Background: an optimization exercise with open tools, aiming at small area. Do not read the settings as production practice. The RTL was checked by simulation tests, not by an equivalence proof against the original design. Power and IR drop assume default switching activity.

**flow/flow/run.sh**
```bash
#!/bin/bash
# Layout flow: the standard flow (standard.sh), with these changes.
#  1. Synthesis is the standard synthesis script (synth_recipe.tcl) with
#     three changes for area: ABC maps the logic with an area-oriented script
#     (abc_area.script); adders are left as logic for ABC instead of being
#     mapped to full/half adder cells first (ADDER_MAP_FILE empty); and no
#     buffers are added to pass-through wires (placement buffers every port
#     anyway).  None of these touches the registers: names, count and cells
#     are the standard synthesis's.
#  2. The port buffers that placement inserts are sky130_fd_sc_hd__buf_1.
#  3. Clock tree synthesis uses clkbuf_4 buffers, clusters of up to 6
#     registers and no dummy loads.
# Each step's full output is in synth.log / layout.log here, and ORFS's own
# logs are under orfs/logs/.
set -euo pipefail
flow_dir=$(cd "$(dirname "${BASH_SOURCE[0]}")" && pwd)
export FLOW_ABC_SCRIPT="$flow_dir/abc_area.script"
export FLOW_STD_SYNTH="$PWD/synth_recipe.tcl"
knobs=("SYNTH_SCRIPT=$flow_dir/synth.tcl"
       "ADDER_MAP_FILE="
       "SYNTH_INSBUF=0"
       "BUFFER_PORTS_ARGS=-buffer_cell sky130_fd_sc_hd__buf_1"
       "CTS_ARGS=-sink_clustering_enable -repair_clock_nets -dont_use_dummy_load -sink_clustering_size 6 -sink_clustering_max_diameter 80 -buf_list sky130_fd_sc_hd__clkbuf_4")
bash standard.sh "${knobs[@]}" synth > synth.log 2>&1
bash standard.sh "${knobs[@]}" finish > layout.log 2>&1
```
**flow/flow/abc_area.script**
```
&get -n
&st
&deepsyn -T 30
&dch
&nf -a -R 1000
&put
strash
&get -n
&st
&deepsyn -T 30
&dch
&nf -a -R 1000
&put
topo
```
**flow/flow/synth.tcl**
```tcl
# The standard synthesis (synth_recipe.tcl), with ABC's technology mapping
# run with an area-oriented script; nothing else changes
proc abc {args} {
  set i [lsearch -exact $args -script]
  if { $i >= 0 } { lset args [expr {$i + 1}] $::env(FLOW_ABC_SCRIPT) }
  puts "abc with area script: $args"
  yosys abc {*}$args
}
source $::env(FLOW_STD_SYNTH)
```
**flow/standard.sh**
```bash
#!/bin/bash
# synth_recipe.tcl (not shown) runs the flow's synth.tcl, then flattens the netlist and writes it again
# the make line also repeats each setting of config.mk as NAME=value (left out here)
make -C /OpenROAD-flow-scripts/flow DESIGN_CONFIG=/design/flow/config.mk WORK_HOME=/design/flow/orfs CLKGATE_MAP_FILE= SYNTH_SCRIPT=/design/flow/synth_recipe.tcl "${@:-finish}"
```
**flow/config.mk**
```make
export PLATFORM = sky130hd
export DESIGN_NAME = fli_dec
export DESIGN_NICKNAME = fli_dec
export VERILOG_FILES = /design/flow/design.v
export SDC_FILE = /design/flow/constraint.sdc
export NUM_CORES = 4
export LEC_CHECK = 0
export CAP_MARGIN = 20
export CORE_MARGIN = 2
export CORE_UTILIZATION = 65
export CTS_BUF_LIST = sky130_fd_sc_hd__clkbuf_4
export PLACE_DENSITY = 0.8
export SLEW_MARGIN = 20
```
**flow/constraint.sdc**
```tcl
create_clock -name core_clock -period 11.0 [get_ports {clk}]
set_input_delay 2.2000 -clock core_clock [delete_from_list [all_inputs] [get_ports {clk}]]
set_output_delay 2.2000 -clock core_clock [all_outputs]
set_load 0.01 [all_outputs]
```
**flow/design.v**
```verilog
module fli_dec (
    input  wire        clk,
    input  wire        rst,           
    input  wire        host_we,
    input  wire [2:0]  host_addr,     
    input  wire [31:0] host_wdata,
    output wire [5:0]  status,        
    output wire [1:0]  ctrl,          
    output wire [31:0] ip,
    output wire [31:0] errcode,
    input  wire        s_valid,
    input  wire [7:0]  s_data,
    input  wire        s_err,         
    input  wire [31:0] s_errcode,
    output wire        s_ready,
    output reg         fb_we,
    output wire        fb_wbank,
    output wire [15:0] fb_waddr,
    output reg  [7:0]  fb_wdata,
    output wire        fb_re,
    output wire        fb_rbank,
    output wire [15:0] fb_raddr,
    input  wire [7:0]  fb_rdata,
    output reg         pal_we,
    output wire        pal_wbank,
    output wire [9:0]  pal_waddr,
    output reg  [7:0]  pal_wdata,
    output wire        pal_re,
    output wire        pal_rbank,
    output wire [9:0]  pal_raddr,
    input  wire [7:0]  pal_rdata
);
    localparam [15:0] M_COLOR2 = 16'd4;
    localparam [15:0] M_LC2    = 16'd7;
    localparam [15:0] M_COLOR  = 16'd11;
    localparam [15:0] M_LC     = 16'd12;
    localparam [15:0] M_BRUN   = 16'd15;
    localparam [5:0]
        S_IDLE     = 6'd0,
        S_DONE     = 6'd1,
        S_FAULT    = 6'd2,
        S_CPF_RD   = 6'd3,
        S_CPF_WR   = 6'd4,
        S_CPP_RD   = 6'd5,
        S_CPP_WR   = 6'd6,
        S_PAL_H0   = 6'd40,
        S_PAL_H1   = 6'd48,
        S_PAL_PKT  = 6'd28,
        S_PAL_CNT  = 6'd32,
        S_PAL_SK1  = 6'd7,
        S_PAL_SK2  = 6'd8,
        S_PAL_R    = 6'd33,
        S_PAL_G    = 6'd34,
        S_PAL_B    = 6'd35,
        S_PAL_WG   = 6'd9,
        S_PAL_WB   = 6'd10,
        S_PAL_FULL = 6'd36,
        S_PAL_FW   = 6'd11,
        S_BR_LINE  = 6'd24,
        S_BR_PKT   = 6'd29,
        S_LC_H0    = 6'd41,
        S_LC_H1    = 6'd49,
        S_LC_ROWS  = 6'd12,
        S_LC_H2    = 6'd42,
        S_LC_H3    = 6'd50,
        S_LC_LINE  = 6'd25,
        S_L2_H0    = 6'd43,
        S_L2_H1    = 6'd51,
        S_L2_LINE  = 6'd26,
        S_L2_W1    = 6'd52,
        S_L2_VSK   = 6'd13,
        S_EOL      = 6'd14,   
        S_L2_LP1   = 6'd15,
        S_L2_LP2   = 6'd16,
        S_PKT      = 6'd30,   
        S_C        = 6'd37,   
        S_L2_B0    = 6'd38,
        S_L2_B1    = 6'd39,
        S_LIT_RD   = 6'd56,
        S_LIT_WR   = 6'd17,
        S_REP_V    = 6'd57,
        S_REP_WR   = 6'd18,
        S_INIT     = 6'd19,   
        S_INITP    = 6'd20;   
    localparam [1:0] O_BRUN = 2'd0, O_LC = 2'd1, O_LC2 = 2'd2, O_COLOR = 2'd3;
    reg [15:0] width, height;
    reg        fbank, pbank;
    reg        f_ioerr, f_ovf, f_pclamp, f_badop;
    reg [31:0] ip_r;
    reg [31:0] errcode_r;
    reg [5:0]  state;
    reg [1:0]  op;
    reg [15:0] lines_n, pkts_n;     
    wire       lines_z = (lines_n == 16'hffff);    
    wire       pkts_z  = (pkts_n == 16'hffff);     
    reg [16:0] base, addr;
    reg [7:0]  len;           
    reg        ph;            
    reg [7:0]  dat, dat1, lastpix;
    reg        lastv;
    wire init = (state == S_INIT) || (state == S_INITP);
    wire busy = (state != S_IDLE) && (state != S_DONE) && (state != S_FAULT);
    wire idle = (state == S_IDLE) || (state == S_DONE);
    assign status    = {f_badop, f_pclamp, f_ovf, f_ioerr, (state == S_DONE), busy};
    assign ctrl      = {pbank, fbank};
    assign ip        = ip_r;
    assign errcode   = errcode_r;
    assign fb_wbank  = fbank;
    assign fb_rbank  = ~fbank;
    assign pal_wbank = pbank;
    assign pal_rbank = ~pbank;
    assign fb_waddr  = addr[15:0];
    assign fb_raddr  = addr[15:0];
    assign pal_waddr = addr[9:0];
    assign pal_raddr = addr[9:0];
    wire w_big = (width[15:9] != 7'd0) || (width[8] && width[7:0] != 8'd0);
    wire h_big = (height[15:9] != 7'd0) || (height[8] && height[7:0] != 8'd0);
    wire [8:0]  fa = w_big ? height[8:0] : width[8:0];
    wire [15:0] fb = w_big ? width : height;
    wire [16:0] fbx = {1'b0, fb};
    wire [16:0] p0 = fa[0] ? fbx : 17'd0;
    wire [16:0] p1 = fa[1] ? {fbx[15:0], 1'b0} : 17'd0;
    wire [16:0] p2 = fa[2] ? {fbx[14:0], 2'b0} : 17'd0;
    wire [16:0] p3 = fa[3] ? {fbx[13:0], 3'b0} : 17'd0;
    wire [16:0] p4 = fa[4] ? {fbx[12:0], 4'b0} : 17'd0;
    wire [16:0] p5 = fa[5] ? {fbx[11:0], 5'b0} : 17'd0;
    wire [16:0] p6 = fa[6] ? {fbx[10:0], 6'b0} : 17'd0;
    wire [16:0] p7 = (fa[7] ? {fbx[9:0], 7'b0} : 17'd0) | (fa[8] ? {fbx[8:0], 8'b0} : 17'd0);
    wire ov = (fa[1] & fb[15]) | (fa[2] & (|fb[15:14])) | (fa[3] & (|fb[15:13])) |
              (fa[4] & (|fb[15:12])) | (fa[5] & (|fb[15:11])) | (fa[6] & (|fb[15:10])) |
              (fa[7] & (|fb[15:9])) | (fa[8] & (|fb[15:8]));
    wire [16:0] s1 = p0 ^ p1 ^ p2, m1 = (p0 & p1) | (p0 & p2) | (p1 & p2);
    wire [16:0] s2 = p3 ^ p4 ^ p5, m2 = (p3 & p4) | (p3 & p5) | (p4 & p5);
    wire [16:0] c1 = {m1[15:0], 1'b0}, c2 = {m2[15:0], 1'b0};
    wire [16:0] s3 = s1 ^ c1 ^ s2, m3 = (s1 & c1) | (s1 & s2) | (c1 & s2);
    wire [16:0] c3 = {m3[15:0], 1'b0};
    wire [16:0] s4 = c2 ^ p6 ^ p7, m4 = (c2 & p6) | (c2 & p7) | (p6 & p7);
    wire [16:0] c4 = {m4[15:0], 1'b0};
    wire [16:0] s5 = s3 ^ c3 ^ s4, m5 = (s3 & c3) | (s3 & s4) | (c3 & s4);
    wire [16:0] c5 = {m5[15:0], 1'b0};
    wire [16:0] s6 = s5 ^ c5 ^ c4, m6 = (s5 & c5) | (s5 & c4) | (c5 & c4);
    wire [16:0] c6 = {m6[15:0], 1'b0};
    wire [17:0] psum = {1'b0, s6} + {1'b0, c6};
    wire ovc = m1[16] | m2[16] | m3[16] | m4[16] | m5[16] | m6[16] | psum[17];
    wire fits = !(w_big && h_big) && !ov && !ovc && (!psum[16] || psum[15:0] == 16'd0);
    reg  [16:0] wh;
    always @(posedge clk) wh <= psum[16:0];
    wire in_frame = (addr < wh);
    wire pal_in   = !(addr[9] && addr[8]);    
    wire at767    = (addr[9:0] == 10'd767);
    wire lc2   = (op == O_LC2);
    wire scale = (op == O_COLOR);
    wire [7:0]  neg  = ~s_data + 8'd1;                      
    wire [15:0] word = {s_data, dat};
    wire       rd = state[5] |
                    (state[4] & state[3] & (state[2] ? !pkts_z : !lines_z));
    wire       ip_lo = (state[5:3] == 3'b101) || (state == S_L2_LINE);   
    wire       ip_hi = (state[5:3] == 3'b110);                           
    reg [5:0]  nxt;                 
    reg        a_en, a_base;        
    reg [1:0]  a_b;                 
    reg        b_en;                
    reg        p_en;  reg [1:0] p_src;
    reg        l_en;  reg       l_src;
    reg        n_en;  reg [1:0] n_src;
    reg        d_en, d1_en, lp_en, d_sc;
    reg [1:0]  d_src;  reg d1_src;      
    reg        set_ovf, set_pclamp, lv_set, lv_clr;
    localparam [1:0] B_ONE = 2'd0, B_DAT = 2'd1, B_MONE = 2'd2, B_W = 2'd3;
    localparam [1:0] P_WORD = 2'd0, P_BYTE = 2'd1, P_NWORD = 2'd2, P_DEC = 2'd3;
    localparam [1:0] N_BYTE = 2'd0, N_NEG = 2'd1, N_DEC = 2'd2;
    wire [7:0]  sc   = (scale && d_sc) ? {s_data[5:0], 2'b00} : s_data;
    wire pair_end = !lc2 || ph;             
    wire run_last = (len == 8'd1) && pair_end;
    wire [5:0] pkt_state = (op == O_BRUN) ? S_BR_PKT : S_PKT;
    always @(*) begin
        nxt = state;
        a_en = 1'b0; a_base = 1'b0; a_b = B_ONE;
        b_en = 1'b0;
        p_en = 1'b0; p_src = P_DEC;
        l_en = 1'b0; l_src = 1'b0;
        n_en = 1'b0; n_src = N_DEC;
        d_en = 1'b0; d1_en = 1'b0; lp_en = 1'b0; d_sc = 1'b0; d_src = 2'd0; d1_src = 1'b0;
        set_ovf = 1'b0; set_pclamp = 1'b0; lv_set = 1'b0; lv_clr = 1'b0;
        case (state)
            S_INIT:  nxt = (op == O_BRUN) ? S_BR_LINE : S_CPF_RD;
            S_INITP: nxt = S_CPP_RD;
            S_CPF_RD: nxt = !in_frame ? (lc2 ? S_L2_H0 : S_LC_H0) : S_CPF_WR;
            S_CPF_WR: begin a_en = 1'b1; nxt = S_CPF_RD; end
            S_CPP_RD: nxt = S_CPP_WR;
            S_CPP_WR: begin a_en = 1'b1; nxt = at767 ? S_PAL_H0 : S_CPP_RD; end
            S_PAL_H0: begin d_en = 1'b1; nxt = S_PAL_H1; end
            S_PAL_H1: begin
                p_en = 1'b1; p_src = P_WORD;
                a_en = 1'b1; a_base = 1'b1;                  
                nxt = S_PAL_PKT;
            end
            S_PAL_PKT: begin
                if (pkts_z) nxt = S_DONE;
                else begin d_en = 1'b1; nxt = S_PAL_CNT; end
            end
            S_PAL_CNT: begin
                n_en = 1'b1; n_src = N_BYTE;
                if (s_data == 8'd0) begin
                    a_en = 1'b1; a_base = 1'b1;              
                    nxt = S_PAL_FULL;
                end else begin
                    a_en = pal_in; a_b = B_DAT;
                    nxt = S_PAL_SK1;
                end
            end
            S_PAL_SK1: begin a_en = pal_in; a_b = B_DAT; nxt = S_PAL_SK2; end
            S_PAL_SK2: begin a_en = pal_in; a_b = B_DAT; nxt = S_PAL_R; end
            S_PAL_R:   begin d_en = 1'b1; d_sc = 1'b1; nxt = S_PAL_G; end
            S_PAL_G:   begin d1_en = 1'b1; d_sc = 1'b1; nxt = S_PAL_B; end
            S_PAL_B: begin
                d_en = 1'b1; d_src = 2'd1; d1_en = 1'b1; d_sc = 1'b1;
                if (pal_in) begin
                    a_en = 1'b1;
                    nxt = S_PAL_WG;
                end else begin
                    set_pclamp = 1'b1;
                    n_en = 1'b1;
                    p_en = run_last;
                    nxt = run_last ? S_PAL_PKT : S_PAL_R;
                end
            end
            S_PAL_WG: begin a_en = 1'b1; d_en = 1'b1; d_src = 2'd1; nxt = S_PAL_WB; end
            S_PAL_WB: begin
                a_en = 1'b1; n_en = 1'b1; p_en = run_last;
                nxt = run_last ? S_PAL_PKT : S_PAL_R;
            end
            S_PAL_FULL: begin d_en = 1'b1; d_sc = 1'b1; nxt = S_PAL_FW; end
            S_PAL_FW:   begin a_en = 1'b1; nxt = at767 ? S_DONE : S_PAL_FULL; end
            S_BR_LINE: begin
                if (lines_z) nxt = S_DONE;
                else begin
                    p_en = 1'b1; p_src = P_BYTE;
                    nxt = S_BR_PKT;
                end
            end
            S_BR_PKT: begin
                if (pkts_z) begin
                    a_en = 1'b1; a_base = 1'b1;
                    nxt = S_EOL;
                end else begin
                    n_en = 1'b1;
                    n_src = s_data[7] ? N_NEG : N_BYTE;
                    nxt = s_data[7] ? S_LIT_RD : S_REP_V;
                end
            end
            S_LC_H0: begin d_en = 1'b1; nxt = S_LC_H1; end
            S_LC_H1: begin
                p_en = 1'b1; p_src = P_WORD;    
                a_en = 1'b1; a_base = 1'b1;
                nxt = S_LC_ROWS;
            end
            S_LC_ROWS: begin
                if (pkts_z || !in_frame) nxt = S_LC_H2;
                else begin a_en = 1'b1; a_b = B_W; b_en = 1'b1; p_en = 1'b1; end
            end
            S_LC_H2: begin d_en = 1'b1; nxt = S_LC_H3; end
            S_LC_H3: begin
                l_en = 1'b1; l_src = 1'b1;
                nxt = S_LC_LINE;
            end
            S_LC_LINE: begin
                if (lines_z) nxt = S_DONE;
                else begin
                    p_en = 1'b1; p_src = P_BYTE;
                    nxt = S_PKT;
                end
            end
            S_PKT: begin
                if (pkts_z) begin
                    a_en = 1'b1; a_base = 1'b1;
                    nxt = S_EOL;
                end else begin
                    d_en = 1'b1; nxt = S_C;
                end
            end
            S_C: begin
                a_en = in_frame; a_b = B_DAT;
                if (s_data[7]) begin
                    n_en = 1'b1; n_src = N_NEG;
                    nxt = lc2 ? S_L2_B0 : S_REP_V;
                end else if (s_data == 8'd0) begin
                    p_en = 1'b1;
                    nxt = S_PKT;
                end else begin
                    n_en = 1'b1; n_src = N_BYTE;
                    nxt = S_LIT_RD;
                end
            end
            S_EOL: begin
                set_ovf = lastv && !in_frame;
                lv_clr = 1'b1;
                a_en = in_frame; a_b = B_W; b_en = in_frame;
                l_en = 1'b1;
                nxt = (op == O_BRUN) ? S_BR_LINE :
                      (op == O_LC) ? S_LC_LINE :
                      (lastv && in_frame) ? S_L2_LP1 : S_L2_LINE;
            end
            S_L2_LP1: begin a_en = 1'b1; a_b = B_MONE; d_en = 1'b1; d_src = 2'd2; nxt = S_L2_LP2; end
            S_L2_LP2: nxt = S_L2_LINE;
            S_L2_H0: begin d_en = 1'b1; nxt = S_L2_H1; end
            S_L2_H1: begin
                l_en = 1'b1; l_src = 1'b1;
                nxt = S_L2_LINE;
            end
            S_L2_LINE: begin
                if (lines_z) nxt = S_DONE;
                else begin d_en = 1'b1; nxt = S_L2_W1; end
            end
            S_L2_W1: begin
                a_en = 1'b1; a_base = 1'b1;
                if (s_data[7] && s_data[6]) begin
                    p_en = 1'b1; p_src = P_NWORD;
                    nxt = S_L2_VSK;
                end else if (s_data[7]) begin
                    lp_en = 1'b1; lv_set = 1'b1;
                    nxt = S_L2_LINE;
                end else begin
                    p_en = 1'b1; p_src = P_WORD;
                    nxt = S_PKT;
                end
            end
            S_L2_VSK: begin
                a_en = in_frame; a_b = B_W; b_en = in_frame;
                p_en = 1'b1;
                if (pkts_z || !in_frame) nxt = S_L2_LINE;
            end
            S_L2_B0:  begin d_en = 1'b1; nxt = S_L2_B1; end
            S_L2_B1:  begin d1_en = 1'b1; nxt = S_REP_WR; end
            S_LIT_RD: begin d_en = 1'b1; nxt = S_LIT_WR; end
            S_LIT_WR: begin
                a_en = in_frame; set_ovf = !in_frame;
                n_en = pair_end; p_en = run_last;
                nxt = run_last ? pkt_state : S_LIT_RD;
            end
            S_REP_V: begin
                d_en = 1'b1;
                p_en = (len == 8'd0);
                nxt = (len == 8'd0) ? pkt_state : S_REP_WR;
            end
            S_REP_WR: begin
                d_en = lc2; d_src = 2'd1; d1_en = lc2; d1_src = 1'b1;
                a_en = in_frame; set_ovf = !in_frame;
                n_en = pair_end; p_en = run_last;
                if (run_last) nxt = pkt_state;
            end
            default: ;
        endcase
    end
    assign s_ready = rd;
    wire rd_fail = rd && !s_valid && s_err;
    wire go      = !(rd && !s_valid);         
    assign fb_re  = (state == S_CPF_RD);
    assign pal_re = (state == S_CPP_RD);
    wire cp_wr = (state == S_CPF_WR) || (state == S_CPP_WR);
    always @(*) begin
        fb_wdata  = cp_wr ? fb_rdata : dat;
        pal_wdata = cp_wr ? pal_rdata : dat;
        fb_we     = 1'b0;
        pal_we    = 1'b0;
        case (state)
            S_CPF_WR: fb_we = 1'b1;
            S_CPP_WR: pal_we = 1'b1;
            S_PAL_B:  pal_we = s_valid && pal_in;
            S_PAL_WG: pal_we = 1'b1;
            S_PAL_WB: pal_we = 1'b1;
            S_PAL_FW: pal_we = 1'b1;
            S_LIT_WR: fb_we = in_frame;
            S_REP_WR: fb_we = in_frame;
            S_L2_LP2: fb_we = 1'b1;
            default: ;
        endcase
    end
    reg [16:0] a_add;
    always @(*) begin
        case (a_b)
            B_ONE:   a_add = 17'd1;
            B_DAT:   a_add = {9'd0, dat};
            B_MONE:  a_add = 17'h1ffff;
            default: a_add = {1'b0, width};
        endcase
    end
    wire [16:0] a_sum = addr + a_add;
    reg [15:0] p_nxt;
    always @(*) begin
        case (p_src)
            P_WORD:  p_nxt = ~word;
            P_BYTE:  p_nxt = {8'hff, ~s_data};
            P_NWORD: p_nxt = word;
            default: p_nxt = pkts_n + 16'd1;
        endcase
    end
    reg [7:0] n_nxt;
    always @(*) begin
        case (n_src)
            N_BYTE:  n_nxt = s_data;
            N_NEG:   n_nxt = neg;
            default: n_nxt = len - 8'd1;
        endcase
    end
    wire host_reg = host_we && (host_addr <= 3'd4);
    wire host_ok  = host_reg && idle;
    wire [15:0] cmd = host_wdata[15:0];
    wire cmd_pix = (cmd == M_BRUN) || (cmd == M_LC) || (cmd == M_LC2);
    wire cmd_pal = (cmd == M_COLOR) || (cmd == M_COLOR2);
    wire start   = host_ok && (host_addr == 3'd2) && (cmd_pal || (cmd_pix && fits));
    always @(posedge clk) begin
        if (host_ok && host_addr == 3'd0) width  <= host_wdata[15:0];
        if (host_ok && host_addr == 3'd1) height <= host_wdata[15:0];
    end
    always @(posedge clk) begin
        if (start) begin
            op    <= (cmd == M_BRUN || cmd == M_COLOR2) ? O_BRUN :
                     (cmd == M_LC) ? O_LC : (cmd == M_LC2) ? O_LC2 : O_COLOR;
        end
        if (init) begin
            addr  <= 17'd0;
            base  <= 17'd0;
            lines_n <= ~height;
        end else if (go) begin
            if (a_en)  addr  <= a_base ? base : a_sum;
            if (b_en)  base  <= a_sum;
            if (l_en)  lines_n <= l_src ? ~word : lines_n + 16'd1;
        end
    end
    always @(posedge clk) begin
        if (go) begin
            if (p_en)  pkts_n  <= p_nxt;
            if (n_en)  len     <= n_nxt;
            if (state == S_C) ph <= 1'b0;
            else if (state == S_LIT_WR || state == S_REP_WR) ph <= !ph;
            if (d_en)  dat     <= (d_src == 2'd1) ? dat1 : (d_src == 2'd2) ? lastpix : sc;
            if (d1_en) dat1    <= d1_src ? dat : sc;
            if (lp_en) lastpix <= dat;
        end
        if (init || (go && lv_clr)) lastv <= 1'b0;
        else if (go && lv_set)       lastv <= 1'b1;
    end
    always @(posedge clk) begin
        if (rst) begin
            state     <= S_IDLE;
            fbank     <= 1'b0;
            pbank     <= 1'b0;
            f_ioerr   <= 1'b0;
            f_ovf     <= 1'b0;
            f_pclamp  <= 1'b0;
            f_badop   <= 1'b0;
            ip_r      <= 32'd0;
            errcode_r <= 32'd0;
        end else begin
            if (host_reg && !idle) begin
                f_badop <= 1'b1;
            end else if (host_ok) begin
                case (host_addr)
                    3'd2: begin
                        if (start) begin
                            state <= cmd_pal ? S_INITP : S_INIT;
                        end else begin
                            f_badop <= 1'b1;
                        end
                    end
                    3'd3: begin
                        if (host_wdata[3]) f_ovf    <= 1'b0;
                        if (host_wdata[4]) f_pclamp <= 1'b0;
                        if (host_wdata[5]) f_badop  <= 1'b0;
                    end
                    3'd4: begin
                        fbank <= host_wdata[0];
                        pbank <= host_wdata[1];
                    end
                    default: ;
                endcase
            end
            if (rd_fail) begin
                f_ioerr   <= 1'b1;
                errcode_r <= s_errcode;
                state     <= S_FAULT;
            end else if (init) begin
                ip_r  <= 32'd0;
                state <= nxt;
            end else if (go) begin
                if (rd && !ip_lo)
                    ip_r <= {ip_r[31:1] + {30'd0, ip_hi | ip_r[0]}, ip_r[0] ^ !ip_hi};
                if (set_ovf)    f_ovf    <= 1'b1;
                if (set_pclamp) f_pclamp <= 1'b1;
                if (busy) state <= nxt;
            end
        end
    end
endmodule
```
==> run notes <==
-- repair_timing --
action                                 in CTS  in global routing
endpoints found under the hold margin       0                  0
setup buffers                               0                  2
setup endpoints to repair                   1                  5
resized for setup                           1                 11
pin swaps                                   1                  6
-- per-layer routing --
metal | share of wire | GRT usage
met4 | 0.046 | 0.165
met3 | 0.13 | 0.0930
met5 | 0.00037 | 0
met2 | 0.45 | 0.634
met1 | 0.38 | 0.514
-- flip-flops by register name, indices dropped and copies added (netlist names), 2 cells and up --
name and count:
width 16, lastpix 8, op 2, lines_n 16
dat1 8, height 16, dat 8, base 17
errcode_r 32, len 8, wh 17, state 6
addr 17, ip_r 32, pkts_n 16
-- final cells by class --
| cell class | count | area, um^2 |
|---|---|---|
| Sequential cell | 227 | 5540 |
| Antenna cell | 1 | 2.50 |
| Inverter | 49 | 184 |
| Multi-Input combinational cell | 1310 | 8190 |
| Fill cell | 1490 | 5190 |
| Timing Repair Buffer | 272 | 1190 |
| Tap cell | 275 | 344 |
| Clock buffer | 43 | 323 |
-- metrics by stage --
stage / hold slack [ns] / power [mW]
after floorplan: 0.416 / 2.22
final: 0.437 / 3.24
after global placement: 0.434 / 2.66
after CTS: 0.438 / 3.18
after global routing: 0.455 / 3.42
after detailed placement: 0.434 / 2.72
-- cell families after synthesis --
| group | count (synthesis) | share of synthesized area |
|---|---|---|
| simple gates | 612 | 0.202 |
| xor+xnor | 211 | 0.135 |
| mux | 22 | 0.0159 |
| flops | 227 | 0.400 |
| buf+inv | 49 | 0.0133 |
| fa+ha+maj | 62 | 0.0449 |
| compound gates | 403 | 0.189 |
-- worst register-to-register path: cells and delay by family, from the launching register on --
family / cells / cell delay (ns)
buffers and inverters: 2 / 0.20
xor gates and xnor gates: 4 / 0.78
AOI/OAI and AO/OA: 12 / 1.80
and+or+nand+nor: 11 / 1.27
DFF: 1 / 0.34
adders and majority gates: 16 / 6.00
-- worst paths after layout --
check        cells after the start    start        to  slack (ns)
min reg2reg                      2  base[0]   addr[0]        0.44
max reg2reg                     45  addr[2]  addr[16]        0.47
min                              2  base[0]   addr[0]        0.44
max                             45  addr[2]  addr[16]        0.47
-- power groups by stage --
stage	clock network [mW]	logic, mW	registers (mW)
6_report	0.470	1.56	1.21
3_5_place_dp	0	1.50	1.22
5_1_grt	0.507	1.69	1.22
3_3_place_gp	0	1.46	1.21
4_1_cts	0.469	1.51	1.20
2_1_floorplan	0	0.974	1.25
-- placed cells by master (no fill, tap or decap), types with 20 or more instances in the layout --
cell type	Yosys	routed
nand3_1	28	28
clkinv_1	49	49
buf_1	0	228
a21oi_1	96	93
o21ai_0	112	111
edfxtp_1	99	99
nor2_1	260	256
nor3_1	40	40
xnor2_1	155	154
a22o_1	45	45
xor2_1	55	54
dfxtp_1	128	127
a22oi_1	23	23
clkbuf_4	0	43
buf_4	0	44
mux2i_1	22	20
maj3_1	62	58
nand2_1	134	134
and3_1	26	26
and2_0	30	29
==> flow_summary.yaml <==
pwr:
  power.net_switching_mw: 1.39
  p_int_mw: 1.85
  power.leakage_nw: 5.56
  pwr-share-seq: 0.374
  p_per_area_mw_per_mm2: 205
  ir_drop_uv: 98.4
  clock_power_share: 0.145
  pwr-share-comb: 0.480
  swShare: 0.429
die:
  fp.dieH_um: 150
  die-area_mm2: 0.0225
  pin_count: 245
  die_x_um: 150
  rows: 53
  core_area_mm2: 0.0210
  initial_utilization: 0.660
global_route:
  gr-total-overflow: 0
  grt_antenna_before_repair: 2
  grt_pass1_vias: 13200
  grt_max_degree: 38
  grt_pass1_wl_um: 69700
  grt_use_total: 0.396
detailed_routing:
  vias: 14200
  ant_nets: 0
  viasPerCell: 6.53
  route.detailed.drc: 0
  firstDrtPassIters: 6
  routed_wl_um: 45300
  drt_iter0_markers: 1519
  wl_per_cell_um: 20.8
yosys:
  yosys-top-cells-count: "nor2_1 (260), xnor2_1 (155), nand2_1 (134), dfxtp_1 (128), o21ai_0 (112)"
  synth_fp_nets: 1682
  yosysTopAreaCell: "edfxtp_1"
  synth_flop_cell: "dfxtp_1"
  syn_inst: 1586
  synth_top_cell_area_share: 0.215
  async_flop_share: 0
  synth_cell_types: 58
  ys_seq_area_frac: 0.400
  yosys-top-cells-area: "edfxtp_1 (21%), dfxtp_1 (19%), xnor2_1 (9.8%)"
  synth-seq-cells: 227
  ys_warn_count: 1
  synth.most_common_cell: "nor2_1"
  syn_area_per_cell_um2: 8.72
  synth-edff-count: 99
  netlist_area_mm2: 0.0138
clock_network:
  hold_buffers: 0
  cts.root.buffer_cell: "clkbuf_4"
  path_clk_slew_ns: 0.07
  clkSinkCount: 227
  clk_latency_ns: 0.65
  clock_path_buffers: 3
  numCtsBuffers: 43
  cts_tree: "yes"
  htreeDepth: 2
timing:
  hold_violations: 0
  maxSlewViolCount: 0
  fin_setup_tns_ns: 0
  min_period_ns: 10.53
  finalCritPeriodShare: 0.957
  setup_viol: 0
  worstMarginPinSlew_ns: 1.13
  maxSlewHeadroom: 0.247
  worst_slack_ns: 0.470
  finClkSkew_ns: 0.0921
  fmax_ghz: 0.0950
critical_path:
  path_common_cell: "maj3_1"
  cpMaxStageDelayCell: "maj3_1"
  crit_buf_inv: 2
  arrival_ns: 11.03
  crit_fanout: 2
  worstSetupEndpointType: "flip-flop"
  max_stage_delay_ns: 0.41
  cp_top_family: "adder cells"
  cp-start-kind: "flip-flop"
  critPathKind: "reg -> reg"
  crit_required_ns: 11.50
final_layout:
  final_util: 0.752
  drive_above_1_share: 0.0563
  fin_area_mm2: 0.0158
  layout.nets: 1999
  synthToLayoutAreaGrowth_pct: 14.0
  layout.cells.non_filler: 2177
flow_run:
  cap_viol_max_count: 0
placement:
  preCtsSetupSlack_ns: -0.00358
  place_area_mm2: 0.0154
  gp_congestion: 1.02
  hpwl_um: 34200
  io_buffers: 228
  dp_cells: 2131
worst_hold_path:
  hold_class: "reg -> reg"
status:
  status: "no timing/DRC/antenna violations"

-- separate check: timing with driven ports --
Ports are ideal in the flow. The routed layout listed here was re-timed in OpenROAD. Step 1: set_driving_cell puts a clkbuf_16 on clk and a buf_2 on each other input, an assumption about the parent block. Step 2 adds t to the input delays and takes it off the output delays; t is the mean of the earliest and latest rising clock arrival at the registers after step 1. Input paths then give back, and output paths get back, about the clock's delay inside the block. Slacks: ideal ports / drivers / drivers and shift; pairs: ideal ports / drivers.
shift t [ns]: 0.649
setup WS [ns]: 0.470 / 0.470 / 0.470
worst register clock-pin slew, ns: 0.10 / 0.10
worst data-port slew with drivers (ns): 0.06
cell pins on the clock port's net: 1
After both steps setup and hold are still met in this run. For this run, drivers alone change the setup slack by 0.000 ns; drivers and shift together by 0.000 ns.
